This design comes from an exercise in tuning for a short achievable clock period on the open sky130 flow, not from production work. Function was checked by simulation only, so behaviour that the tests miss may differ from the original. Power and IR drop assume default switching activity.

== v3 ==
## clock_core
module clock_core (
    input  wire        clk,
    input  wire        rst,
    input  wire        cfg_irq,        
    input  wire        cfg_edge,       
    input  wire        btn_raw,
    input  wire [9:0]  sw_raw,
    input  wire        tmr_timeout,
    input  wire        dispatch_en,
    input  wire        host_ack_btn,
    input  wire        host_ack_tick,
    output wire [15:0] packed_time,
    output wire [6:0]  hours,
    output wire [3:0]  sub_tick_count,
    output wire        halted,
    output wire        tick_pending,
    output wire        btn_cap,
    output wire        btn_lvl,
    output wire [9:0]  sw_lvl,
    output wire [6:0]  dec_min,
    output wire [6:0]  dec_sec,
    output wire        bcd_err,
    output wire        refresh,
    output wire        irq
);
    reg [15:0] pt;
    reg [6:0]  hr;
    reg [3:0]  sub;
    reg        hlt, tp, bc, bl;
    reg [9:0]  sw;
    reg [6:0]  dm, ds;
    reg        be;
    reg        adv_rdy;    
    reg        adv_irq;    
    reg        adv_lvl;    
    reg        irq_rdy;    
    assign packed_time    = pt;
    assign hours          = hr;
    assign sub_tick_count = sub;
    assign halted         = hlt;
    assign tick_pending   = tp;
    assign btn_cap        = bc;
    assign btn_lvl        = bl;
    assign sw_lvl         = sw;
    assign dec_min        = dm;
    assign dec_sec        = ds;
    assign bcd_err        = be;
    function [15:0] inc1(input [15:0] p);
        reg [3:0] so, st, mo, mt;
        reg c1, c2, c3;
        begin
            so = p[3:0]; st = p[7:4]; mo = p[11:8]; mt = p[15:12];
            c1 = (so == 4'd9);
            c2 = c1 & (st == 4'd5);
            c3 = c2 & (mo == 4'd9);
  ...
Size: about 1200 cells after synthesis, about 77 I/O pins, ~8700 um2 of cells after synthesis.
export LEC_CHECK = 0
export CAP_MARGIN = 20
export CORE_MARGIN = 2
export CORE_UTILIZATION = 60
export SLEW_MARGIN = 20
export SYNTH_HIERARCHICAL = 1
export SYNTH_MINIMUM_KEEP_SIZE = 0
create_clock -name core_clock -period 14.0 [get_ports {clk}]
standard.sh (not shown) runs the stock make flow with config.mk's settings and CLKGATE_MAP_FILE= SYNTH_SCRIPT=/design/flow/synth_recipe.tcl, a recipe that flattens the netlist after the stock synthesis.
==> flow/flow/run.sh <==
#!/bin/bash
set -euo pipefail
bash standard.sh SETUP_SLACK_MARGIN=8.5 finish > standard.log 2>&1
v3: full flow OK, the timing, DRC and antenna checks passed
--- input diff v3..v39 ---
- CORE_UTILIZATION: 60 -> 40
==> flow/flow/run.sh <==
#!/bin/bash
set -euo pipefail
bash standard.sh SETUP_SLACK_MARGIN=9.5 finish > standard.log 2>&1
Findings:
| global-route total usage across every layer | v39 vs v3 | 10 points lower |
For post-route met1 wirelength, dividing the value from v3 by the value from v39 gives 0.840.
The fraction of the cycle the final worst path needs of v39 and that of v3 are within noise of each other.
v39: synthesis-to-finish area growth is 12 points higher than what v3 reported.
> inputs changed (v39 -> v30)
==> flow/flow/run.sh <==
#!/bin/bash
set -euo pipefail
bash standard.sh SETUP_SLACK_MARGIN=8.5 finish > standard.log 2>&1
[summary]
- v39 has a higher utilization than v30.
- Reported for v39 and v30, maximum buffer depth of the clock tree turned out identical to the last digit.
- v30 -> v39: starting density of the core delta 0, exact match
- Changes observed in v30 relative to v39: met2 usage in global routing down 1.4 points; final routed wirelength across all metal layers down about 7%; overall fraction of global-route tracks in use down 0.75 points; hold slack up 11 ps.
- Routed wire length on met2 was lower in v30 than in v39.
- Compared with v39, v30 ends up with less cell area.
- Comparing v39 and v30, final critical-path share of the clock period is lower on v30.

* * *

Setup of main:
clock_core, a different RTL version from the one above (not shown whole).
For scale: ~1200 cells after synthesis, ~56 flip-flops, roughly 77 I/O pins.
Settings: LEC_CHECK=0, CAP_MARGIN=20, CORE_MARGIN=2, CORE_UTILIZATION=40, SLEW_MARGIN=20; clock period 14.0 ns.
run.sh (not shown) runs the stock make flow with config.mk's settings and CLKGATE_MAP_FILE= SYNTH_SCRIPT=/design/flow/synth_recipe.tcl, a recipe that flattens the netlist after the stock synthesis.
Stock flow here: none of the scripts above is used.
main finished every stage and its layout cleared the timing, DRC and antenna checks.
For the feature branch, these inputs were changed with respect to main:
==> flow/flow/run.sh (new file) <==
#!/bin/bash
set -euo pipefail
bash standard.sh SETUP_SLACK_MARGIN=8.5 finish > standard.log 2>&1
==> flow/standard.sh (new file) <==
#!/bin/bash
# synth_recipe.tcl (not shown) runs the flow's synth.tcl, then flattens the netlist and writes it again
# the make line also repeats each setting of config.mk as NAME=value (left out here)
make -C /OpenROAD-flow-scripts/flow DESIGN_CONFIG=/design/flow/config.mk WORK_HOME=/design/flow/orfs CLKGATE_MAP_FILE= SYNTH_SCRIPT=/design/flow/synth_recipe.tcl "${@:-finish}"
removed: flow/run.sh
### Flow results
The feature branch ends up with higher non-clock buffer count than main does.
Going from main to the feature branch, area added between synthesis and finish increased 12 points; highest ir drop seen on vdd increased about 23%; cell area power density decreased 1.1%; register-to-register slack increased 1260 ps.
Routed wire length in the feature branch is about 7% higher than in main

separate check: timing with driven ports:
The results above use ideal ports. As a check the final layouts listed here were re-extracted and re-timed, cells and wires unchanged.
Step 1 (the two cells are an assumption about what drives the block):
set clk [get_ports {clk}]
set_driving_cell -lib_cell sky130_fd_sc_hd__clkbuf_16 $clk
set_driving_cell -lib_cell sky130_fd_sc_hd__buf_2 [delete_from_list [all_inputs] $clk]
Step 2 also shifts input and output timing later by t, the mid clock arrival at the registers, as if the neighbouring blocks saw the same clock.
Slacks: ideal / step 1 / step 2; pairs: ideal / step 1.
run | shift t [ns] | setup WS [ns] | hold slack, ns | latest minus earliest clock arrival (ns)
v3 | 0.389 | 7.975 / 7.912 / 7.851 | 0.587 / 0.587 / 0.587 | 0.007 / 0.007
v39 | 0.397 | 7.957 / 7.905 / 7.771 | 0.574 / 0.574 / 0.574 | 0.008 / 0.008
v30 | 0.392 | 7.986 / 7.927 / 7.891 | 0.586 / 0.586 / 0.586 | 0.011 / 0.011
main | 0.366 | 6.211 / 6.185 / 6.185 | 0.525 / 0.525 / 0.525 | 0.012 / 0.012
the feature branch | 0.357 | 7.703 / 7.666 / 7.666 | 0.563 / 0.563 / 0.563 | 0.016 / 0.016
After both steps every run listed still meets setup and hold. For v39, which loses most, drivers alone change the setup slack by -0.052 ns; drivers and shift together by -0.186 ns.
